Source: an optimization exercise on an open RTL-to-GDS flow (aim: small area). Production flows keep margins and buffers that such runs may drop.
Function was checked by simulation only, so behaviour that the tests miss may differ from the original.
Power and IR drop assume default switching activity.

==> v23: inputs <==
// wspr_enc
module wspr_enc (
  input  wire       clk,
  input  wire       rst,       
  input  wire       we,        
  input  wire [7:0] addr,      
  input  wire [7:0] wdata,
  output reg  [7:0] rdata      
);
==> flow/config.mk <==
export PLATFORM = sky130hd
export DESIGN_NAME = wspr_enc
export DESIGN_NICKNAME = wspr_enc
export VERILOG_FILES = /design/flow/design.v
export SDC_FILE = /design/flow/constraint.sdc
export NUM_CORES = 4
export LEC_CHECK = 0
export ABC_AREA = 1
export CAP_MARGIN = 20
export CORE_MARGIN = 2
export CORE_UTILIZATION = 40
export CTS_BUF_LIST = sky130_fd_sc_hd__clkbuf_4
export CTS_CLUSTER_DIAMETER = 45
export CTS_CLUSTER_SIZE = 10
export PLACE_DENSITY = 0.6
export SLEW_MARGIN = 20
==> flow/constraint.sdc <==
create_clock -name core_clock -period 25.0 [get_ports {clk}]
set_input_delay 5.0000 -clock core_clock [delete_from_list [all_inputs] [get_ports {clk}]]
set_output_delay 5.0000 -clock core_clock [all_outputs]
set_load 0.01 [all_outputs]
run.sh (not shown) runs the stock make flow with config.mk's settings and CLKGATE_MAP_FILE= SYNTH_SCRIPT=/design/flow/synth_recipe.tcl, a recipe that flattens the netlist after the stock synthesis.
==> v18 (differences from v23) <==
--- a/flow/design.v
+++ b/flow/design.v
@@ -53,22 +53,22 @@
     to_upper = ((b[7:5] == 3'b011) && in1n(b[4:0], 5'd26)) ? {b[7:6], 1'b0, b[4:0]} : b;
   endfunction
   reg [207:0] ob;
   reg         use_sfx;
   wire [7:0]  call_len = ob[8*10 +: 8];
   wire [7:0]  power    = ob[8*11 +: 8];
   wire [7:0]  sfx      = ob[8*25 +: 8];
-  reg       busy, done, err;
+  reg       busy, done;
   reg [2:0] errcode;
-  wire [7:0] status = {1'b0, errcode, 1'b0, busy, err, done};
+  wire [7:0] status = {1'b0, errcode, 1'b0, busy, (errcode != E_NONE), done};
   reg [2:0]  ph;
-  reg [6:0]  cnt;
+  reg [5:0]  cnt;
   reg [2:0]  op;
   reg [1:0]  mtype;           
-  reg        f_pn, f_lall, f_lpos, f_pfx, f_sp4;
+  reg        f_pn, f_lall, f_lpos, f_sp4;
   reg [2:0]  carry;           
   reg [7:1]  dl;              
   reg        hcar;            
   reg [80:0] E, O;            
   reg        M0;              
   integer    i;
   wire sfx_two = (sfx >= 8'd36);
@@ -107,15 +107,15 @@
       3'd1: ci = do_shift ? 4'd0 : 4'd1;
       3'd2: ci = do_shift ? 4'd1 : 4'd2;
       3'd3: ci = do_shift ? 4'd2 : 4'd3;
       3'd4: ci = do_shift ? 4'd3 : 4'd4;
       default: ci = do_shift ? 4'd4 : 4'd5;
     endcase
   end
-  wire [1:0] hword = (cnt[6:5] == 2'd0) ? 2'd2 : (cnt[6:5] == 2'd1) ? 2'd0 : 2'd1;
+  wire [1:0] hword = (op[1:0] == 2'd0) ? 2'd2 : (op[1:0] == 2'd1) ? 2'd0 : 2'd1;
   wire [3:0] hj = {hword, cnt[4:3]};
   reg [4:0] ea;
   always @* begin
     if (ph == PH_HINIT) begin
       if (use_sfx) ea = {1'b0, hj};
       else
         case (hj)
@@ -246,15 +246,15 @@
     end
     case (mtype)
       2'd1: last_mop = 3'd5;
       2'd2: last_mop = use_sfx ? 3'd2 : 3'd4;
       default: last_mop = 3'd2;
     endcase
   end
-  wire       alu_run = (cnt != 7'd0);
+  wire       alu_run = (cnt != 6'd0);
   wire [4:0] bix = cnt[4:0] - 5'd1;           
   wire       head = (ph == PH_NPASS) ? O[53] : M0;
   reg        d_raw;
   always @* begin
     case (d_sel)
       D_VAL:   d_raw = (bix < 5'd6) && val[bix[2:0]];
       D_PWR:   d_raw = (bix < 5'd8) && power[bix[2:0]];
@@ -359,19 +359,15 @@
     if (mtype == 2'd0)                    chk_err = E_CMD;
     else if (call_len > 8'd10)            chk_err = E_CALL;
     else if (f_pn)                        chk_err = E_CHAR;
     else begin
       case (mtype)
         2'd1: if (f_lall && !f_lpos) chk_err = E_CHAR;
         2'd2: begin
-          if (use_sfx) begin
-            if (sfx_bad) chk_err = E_CALL;
-          end else if (f_pfx) begin
-            chk_err = E_CHAR;
-          end
+          if (use_sfx && sfx_bad) chk_err = E_CALL;
         end
         default: if ((use_sfx && sfx_bad) || comp_bad) chk_err = E_CALL;
       endcase
     end
   end
   wire host_wr = we && !busy;
   wire [7:0] wd = wdata & {8{!rst}};
@@ -380,113 +376,113 @@
       if (rst || (host_wr && addr == i)) ob[8*i +: 8] <= wd;
     if (rst || (host_wr && addr == 8'h1A)) use_sfx <= wd[0];
   end
   always @(posedge clk) begin
     if (rst) begin
       busy    <= 1'b0;
       done    <= 1'b0;
-      err     <= 1'b0;
       errcode <= E_NONE;
       ph      <= PH_IDLE;
     end else begin
-      cnt <= cnt + 7'd1;
+      cnt <= cnt + 6'd1;
       case (ph)
         PH_IDLE: begin
           if (host_wr && addr == 8'h1B) begin
             mtype   <= (wdata[7:2] == 6'd0) ? wdata[1:0] : 2'd0;
             busy    <= 1'b1;
             done    <= 1'b0;
-            err     <= 1'b0;
-            errcode <= E_NONE;
+                  errcode <= E_NONE;
             f_pn    <= 1'b0;
             f_lall  <= 1'b1;
             f_lpos  <= 1'b1;
-            f_pfx   <= 1'b0;
-            cnt     <= 7'd0;
+            cnt     <= 6'd0;
             ph      <= PH_CHECK;
           end
         end
         PH_CHECK: begin
           if (it_n) begin
             if (n_bad) f_pn <= 1'b1;
             if (item == 4'd4) f_sp4 <= c_sp;
           end else if (it_loc) begin
             if (!l_in)  f_lall <= 1'b0;
             if (!l_pos) f_lpos <= 1'b0;
-          end else if (cnt != 7'd13 && !(c_dig || c_up || c_sp)) begin
-            f_pfx <= 1'b1;
+          end else if (cnt != 6'd13 && mtype == 2'd2 && !use_sfx && !(c_dig || c_up || c_sp)) begin
+            f_pn <= 1'b1;    
           end
-          if (cnt == 7'd13) begin
-            cnt <= 7'd0;
+          if (cnt == 6'd13) begin
+            cnt <= 6'd0;
             op  <= 3'd0;
             if (chk_err != E_NONE) begin
               busy    <= 1'b0;
               done    <= 1'b1;
-              err     <= 1'b1;
               errcode <= chk_err;
               ph      <= PH_IDLE;
             end else begin
               ph <= PH_NPASS;
             end
           end
         end
         PH_NPASS: begin
-          if (cnt == 7'd28) begin
-            cnt <= 7'd0;
+          if (cnt == 6'd28) begin
+            cnt <= 6'd0;
             op  <= op + 3'd1;
             if (op == 3'd5) begin
               op <= 3'd0;
               ph <= (mtype == 2'd3) ? PH_HINIT : PH_MPASS;
             end
           end
         end
         PH_HINIT: begin
-          if (cnt == 7'd95) begin
-            cnt <= 7'd0;
-            ph  <= PH_HSTEP;
+          if (cnt == 6'd31) begin
+            cnt <= 6'd0;
+            op  <= op + 3'd1;
+            if (op == 3'd2) begin
+              op <= 3'd0;
+              ph <= PH_HSTEP;
+            end
           end
         end
         PH_HSTEP: begin
-          if (cnt == 7'd31) begin
-            cnt <= 7'd0;
+          if (cnt == 6'd31) begin
+            cnt <= 6'd0;
             op  <= op + 3'd1;
             if (op == 3'd6) begin
               op <= 3'd0;
               ph <= PH_MPASS;
             end
           end
         end
         PH_MPASS: begin
-          if (cnt == 7'd22) begin
-            cnt <= 7'd0;
+          if (cnt == 6'd22) begin
+            cnt <= 6'd0;
             op  <= op + 3'd1;
             if (op == last_mop) ph <= PH_CLEAR;
           end
         end
         PH_CLEAR: begin
-          if (cnt == 7'd31) begin
-            cnt <= 7'd0;
+          if (cnt == 6'd31) begin
+            cnt <= 6'd0;
             ph  <= PH_CONV;
           end
         end
         default: begin   
-          if (cnt == 7'd48) begin
+          if (cnt == 6'd48) begin
             busy <= 1'b0;
             done <= 1'b1;
             ph   <= PH_IDLE;
           end
         end
       endcase
     end
   end
   always @(posedge clk) begin
     if (ph == PH_NPASS || ph == PH_MPASS) begin
       if (!alu_run) begin
         carry <= d_neg ? 3'd1 : (c_dl7 ? {2'd0, dl[7]} : 3'd0);
-        dl    <= 7'd0;
+        dl    <= 6'd0;
       end else begin
         carry <= asum[3:1];
         dl    <= {dl[6:1], head};
       end
     end
     hcar <= h_cout;
   end
==> flow/flow/run.sh (new file) <==
#!/bin/bash
# Standard layout, with clock tree synthesis told not to add dummy loads.
set -e
export CTS_ARGS="-sink_clustering_enable -repair_clock_nets -buf_list sky130_fd_sc_hd__clkbuf_4 -sink_clustering_size 8 -sink_clustering_max_diameter 40 -dont_use_dummy_load"
bash standard.sh > standard.log 2>&1
==> flow/standard.sh (new file) <==
#!/bin/bash
# synth_recipe.tcl (not shown) runs the flow's synth.tcl, then flattens the netlist and writes it again
# the make line also repeats each setting of config.mk as NAME=value (left out here)
make -C /OpenROAD-flow-scripts/flow DESIGN_CONFIG=/design/flow/config.mk WORK_HOME=/design/flow/orfs CLKGATE_MAP_FILE= SYNTH_SCRIPT=/design/flow/synth_recipe.tcl "${@:-finish}"
- CORE_UTILIZATION: 40 -> 55
- CTS_BUF_LIST: sky130_fd_sc_hd__clkbuf_4 -> unset
- CTS_CLUSTER_DIAMETER: 45 -> unset
- CTS_CLUSTER_SIZE: 10 -> unset
- GPL_TIMING_DRIVEN: unset -> 0
- PLACE_DENSITY: 0.6 -> 0.7
removed: flow/run.sh
==> v29 (differences from v23) <==
--- a/flow/design.v
+++ b/flow/design.v
@@ -53,22 +53,22 @@
     to_upper = ((b[7:5] == 3'b011) && in1n(b[4:0], 5'd26)) ? {b[7:6], 1'b0, b[4:0]} : b;
   endfunction
   reg [207:0] ob;
   reg         use_sfx;
   wire [7:0]  call_len = ob[8*10 +: 8];
   wire [7:0]  power    = ob[8*11 +: 8];
   wire [7:0]  sfx      = ob[8*25 +: 8];
-  reg       busy, done, err;
+  reg       busy, done;
   reg [2:0] errcode;
-  wire [7:0] status = {1'b0, errcode, 1'b0, busy, err, done};
+  wire [7:0] status = {1'b0, errcode, 1'b0, busy, (errcode != E_NONE), done};
   reg [2:0]  ph;
-  reg [6:0]  cnt;
+  reg [5:0]  cnt;
   reg [2:0]  op;
   reg [1:0]  mtype;           
-  reg        f_pn, f_lall, f_lpos, f_pfx, f_sp4;
+  reg        f_pn, f_lall, f_lpos, f_sp4;
   reg [2:0]  carry;           
   reg [7:1]  dl;              
   reg        hcar;            
   reg [80:0] E, O;            
   reg        M0;              
   integer    i;
   wire sfx_two = (sfx >= 8'd36);
@@ -107,15 +107,15 @@
       3'd1: ci = do_shift ? 4'd0 : 4'd1;
       3'd2: ci = do_shift ? 4'd1 : 4'd2;
       3'd3: ci = do_shift ? 4'd2 : 4'd3;
       3'd4: ci = do_shift ? 4'd3 : 4'd4;
       default: ci = do_shift ? 4'd4 : 4'd5;
     endcase
   end
-  wire [1:0] hword = (cnt[6:5] == 2'd0) ? 2'd2 : (cnt[6:5] == 2'd1) ? 2'd0 : 2'd1;
+  wire [1:0] hword = (op[1:0] == 2'd0) ? 2'd2 : (op[1:0] == 2'd1) ? 2'd0 : 2'd1;
   wire [3:0] hj = {hword, cnt[4:3]};
   reg [4:0] ea;
   always @* begin
     if (ph == PH_HINIT) begin
       if (use_sfx) ea = {1'b0, hj};
       else
         case (hj)
@@ -246,15 +246,15 @@
     end
     case (mtype)
       2'd1: last_mop = 3'd5;
       2'd2: last_mop = use_sfx ? 3'd2 : 3'd4;
       default: last_mop = 3'd2;
     endcase
   end
-  wire       alu_run = (cnt != 7'd0);
+  wire       alu_run = (cnt != 6'd0);
   wire [4:0] bix = cnt[4:0] - 5'd1;           
   wire       head = (ph == PH_NPASS) ? O[53] : M0;
   reg        d_raw;
   always @* begin
     case (d_sel)
       D_VAL:   d_raw = (bix < 5'd6) && val[bix[2:0]];
       D_PWR:   d_raw = (bix < 5'd8) && power[bix[2:0]];
@@ -359,19 +359,15 @@
     if (mtype == 2'd0)                    chk_err = E_CMD;
     else if (call_len > 8'd10)            chk_err = E_CALL;
     else if (f_pn)                        chk_err = E_CHAR;
     else begin
       case (mtype)
         2'd1: if (f_lall && !f_lpos) chk_err = E_CHAR;
         2'd2: begin
-          if (use_sfx) begin
-            if (sfx_bad) chk_err = E_CALL;
-          end else if (f_pfx) begin
-            chk_err = E_CHAR;
-          end
+          if (use_sfx && sfx_bad) chk_err = E_CALL;
         end
         default: if ((use_sfx && sfx_bad) || comp_bad) chk_err = E_CALL;
       endcase
     end
   end
   wire host_wr = we && !busy;
   wire [7:0] wd = wdata & {8{!rst}};
@@ -380,113 +376,113 @@
       if (rst || (host_wr && addr == i)) ob[8*i +: 8] <= wd;
     if (rst || (host_wr && addr == 8'h1A)) use_sfx <= wd[0];
   end
   always @(posedge clk) begin
     if (rst) begin
       busy    <= 1'b0;
       done    <= 1'b0;
-      err     <= 1'b0;
       errcode <= E_NONE;
       ph      <= PH_IDLE;
     end else begin
-      cnt <= cnt + 7'd1;
+      cnt <= cnt + 6'd1;
       case (ph)
         PH_IDLE: begin
           if (host_wr && addr == 8'h1B) begin
             mtype   <= (wdata[7:2] == 6'd0) ? wdata[1:0] : 2'd0;
             busy    <= 1'b1;
             done    <= 1'b0;
-            err     <= 1'b0;
-            errcode <= E_NONE;
+                  errcode <= E_NONE;
             f_pn    <= 1'b0;
             f_lall  <= 1'b1;
             f_lpos  <= 1'b1;
-            f_pfx   <= 1'b0;
-            cnt     <= 7'd0;
+            cnt     <= 6'd0;
             ph      <= PH_CHECK;
           end
         end
         PH_CHECK: begin
           if (it_n) begin
             if (n_bad) f_pn <= 1'b1;
             if (item == 4'd4) f_sp4 <= c_sp;
           end else if (it_loc) begin
             if (!l_in)  f_lall <= 1'b0;
             if (!l_pos) f_lpos <= 1'b0;
-          end else if (cnt != 7'd13 && !(c_dig || c_up || c_sp)) begin
-            f_pfx <= 1'b1;
+          end else if (cnt != 6'd13 && mtype == 2'd2 && !use_sfx && !(c_dig || c_up || c_sp)) begin
+            f_pn <= 1'b1;    
           end
-          if (cnt == 7'd13) begin
-            cnt <= 7'd0;
+          if (cnt == 6'd13) begin
+            cnt <= 6'd0;
             op  <= 3'd0;
             if (chk_err != E_NONE) begin
               busy    <= 1'b0;
               done    <= 1'b1;
-              err     <= 1'b1;
               errcode <= chk_err;
               ph      <= PH_IDLE;
             end else begin
               ph <= PH_NPASS;
             end
           end
         end
         PH_NPASS: begin
-          if (cnt == 7'd28) begin
-            cnt <= 7'd0;
+          if (cnt == 6'd28) begin
+            cnt <= 6'd0;
             op  <= op + 3'd1;
             if (op == 3'd5) begin
               op <= 3'd0;
               ph <= (mtype == 2'd3) ? PH_HINIT : PH_MPASS;
             end
           end
         end
         PH_HINIT: begin
-          if (cnt == 7'd95) begin
-            cnt <= 7'd0;
-            ph  <= PH_HSTEP;
+          if (cnt == 6'd31) begin
+            cnt <= 6'd0;
+            op  <= op + 3'd1;
+            if (op == 3'd2) begin
+              op <= 3'd0;
+              ph <= PH_HSTEP;
+            end
           end
         end
         PH_HSTEP: begin
-          if (cnt == 7'd31) begin
-            cnt <= 7'd0;
+          if (cnt == 6'd31) begin
+            cnt <= 6'd0;
             op  <= op + 3'd1;
             if (op == 3'd6) begin
               op <= 3'd0;
               ph <= PH_MPASS;
             end
           end
         end
         PH_MPASS: begin
-          if (cnt == 7'd22) begin
-            cnt <= 7'd0;
+          if (cnt == 6'd22) begin
+            cnt <= 6'd0;
             op  <= op + 3'd1;
             if (op == last_mop) ph <= PH_CLEAR;
           end
         end
         PH_CLEAR: begin
-          if (cnt == 7'd31) begin
-            cnt <= 7'd0;
+          if (cnt == 6'd31) begin
+            cnt <= 6'd0;
             ph  <= PH_CONV;
           end
         end
         default: begin   
-          if (cnt == 7'd48) begin
+          if (cnt == 6'd48) begin
             busy <= 1'b0;
             done <= 1'b1;
             ph   <= PH_IDLE;
           end
         end
       endcase
     end
   end
   always @(posedge clk) begin
     if (ph == PH_NPASS || ph == PH_MPASS) begin
       if (!alu_run) begin
         carry <= d_neg ? 3'd1 : (c_dl7 ? {2'd0, dl[7]} : 3'd0);
-        dl    <= 7'd0;
+        dl    <= 6'd0;
       end else begin
         carry <= asum[3:1];
         dl    <= {dl[6:1], head};
       end
     end
     hcar <= h_cout;
   end
==> flow/flow/run.sh (new file) <==
#!/bin/bash
# Standard layout, with clock tree synthesis told not to add dummy loads.
set -e
export CTS_ARGS="-sink_clustering_enable -repair_clock_nets -buf_list sky130_fd_sc_hd__clkbuf_4 -sink_clustering_size 12 -sink_clustering_max_diameter 30 -dont_use_dummy_load"
bash standard.sh > standard.log 2>&1
==> flow/standard.sh (new file) <==
#!/bin/bash
# synth_recipe.tcl (not shown) runs the flow's synth.tcl, then flattens the netlist and writes it again
# the make line also repeats each setting of config.mk as NAME=value (left out here)
make -C /OpenROAD-flow-scripts/flow DESIGN_CONFIG=/design/flow/config.mk WORK_HOME=/design/flow/orfs CLKGATE_MAP_FILE= SYNTH_SCRIPT=/design/flow/synth_recipe.tcl "${@:-finish}"
- CTS_BUF_LIST: sky130_fd_sc_hd__clkbuf_4 -> unset
- CTS_CLUSTER_DIAMETER: 45 -> unset
- CTS_CLUSTER_SIZE: 10 -> unset
- GPL_TIMING_DRIVEN: unset -> 0
removed: flow/run.sh
==> notes <==
Routed wire length: v23 is larger than v18 (about 8%). The lowest design area belongs to v18, the highest to v23. In v18 the core utilization is higher than in v29, by 15 points. In v18 the total power is smaller than in v29, by about 1.2%. Between v18 and v23, the lower non-clock buffer count is in v23 (gap 22). Against v23, the sequential share of layout area of v29 is higher by 0.75 points. The highest clock power belongs to v23, the lowest to v18. Of v29 and v18, v29 has the higher final cell count (gap 7.8%, measured against v18). Maximum frequency, highest first: v23, v18, v29. Global-route usage, highest first: v18, v23, v29.
==> figures <==
Result of the run: v23 no timing/DRC/antenna violations; v18 no timing/DRC/antenna violations; v29 no timing/DRC/antenna violations
Final RePlAce weighted congestion: v23 1.005; v18 1.011; v29 1.013
Mux cell area share after synthesis: v23 0%; v18 0.09446%; v29 0.09446%
Clock Sinks: v23 417; v18 414; v29 414
Non-clock inverter count in the final layout: v23 296; v18 311; v29 311
Routed wirelength normalized by instance count: v23 27.17 µm; v18 27.25 µm; v29 26.00 µm
Post-Syn Area: v23 22920 µm²; v18 22520 µm²; v29 22520 µm²
Simple-Gate Fraction of Synth Area: v23 22.48%; v18 20.87%; v29 20.87%
Top power group: v23 sequential cells; v18 combinational logic; v29 combinational logic
Fraction of area in multi-input gates: v23 36.61%; v18 36.78%; v29 36.09%
Largest stage delay on the critical path: v23 0.58 ns; v18 0.81 ns; v29 0.82 ns
IO Port Bufs: v23 26; v18 25; v29 25
Multi-input combinational cell count: v23 1663; v18 1617; v29 1617
Proportion of power drawn by combinational gates: v23 30.3%; v18 53.3%; v29 52.3%
Post-detail-place hpwl: v23 68060 µm; v18 62780 µm; v29 64620 µm
Crit path arrival time: v23 9.10 ns; v18 9.76 ns; v29 10.30 ns
Number of library cell types mapped by synthesis: v23 65; v18 68; v29 68
Dpl cells: v23 3213; v18 2978; v29 3195
Total internal power: v23 0.001145 W; v18 0.001476 W; v29 0.001515 W
Synthesized Nets: v23 2526; v18 2492; v29 2492
Non-filler cells in the finished layout: v23 3320; v18 3052; v29 3289

-- re-timing with driven ports --
Ports are ideal in the flow. The routed layouts listed here were re-timed in OpenROAD. Step 1 (the two cells are an assumption about what drives the block):
set clk [get_ports {clk}]
set_driving_cell -lib_cell sky130_fd_sc_hd__clkbuf_16 $clk
set_driving_cell -lib_cell sky130_fd_sc_hd__buf_2 [delete_from_list [all_inputs] $clk]
Step 2 also shifts input and output timing later by t, the mid clock arrival at the registers, as if the neighbouring blocks saw the same clock. Three values: ideal, step 1, step 2; two values: the first two.
run	t, ns	slack for setup (ns)	worst data-port slew with drivers (ns)
v23	0.909	16.585 / 16.612 / 15.703	0.04
v18	0.885	15.931 / 15.969 / 15.084	0.04
v29	0.888	15.364 / 15.396 / 14.508	0.04
After both steps every run listed still meets setup and hold. The setup slack of v23, which loses most, moves by +0.027 ns with the drivers and by -0.882 ns with both steps.
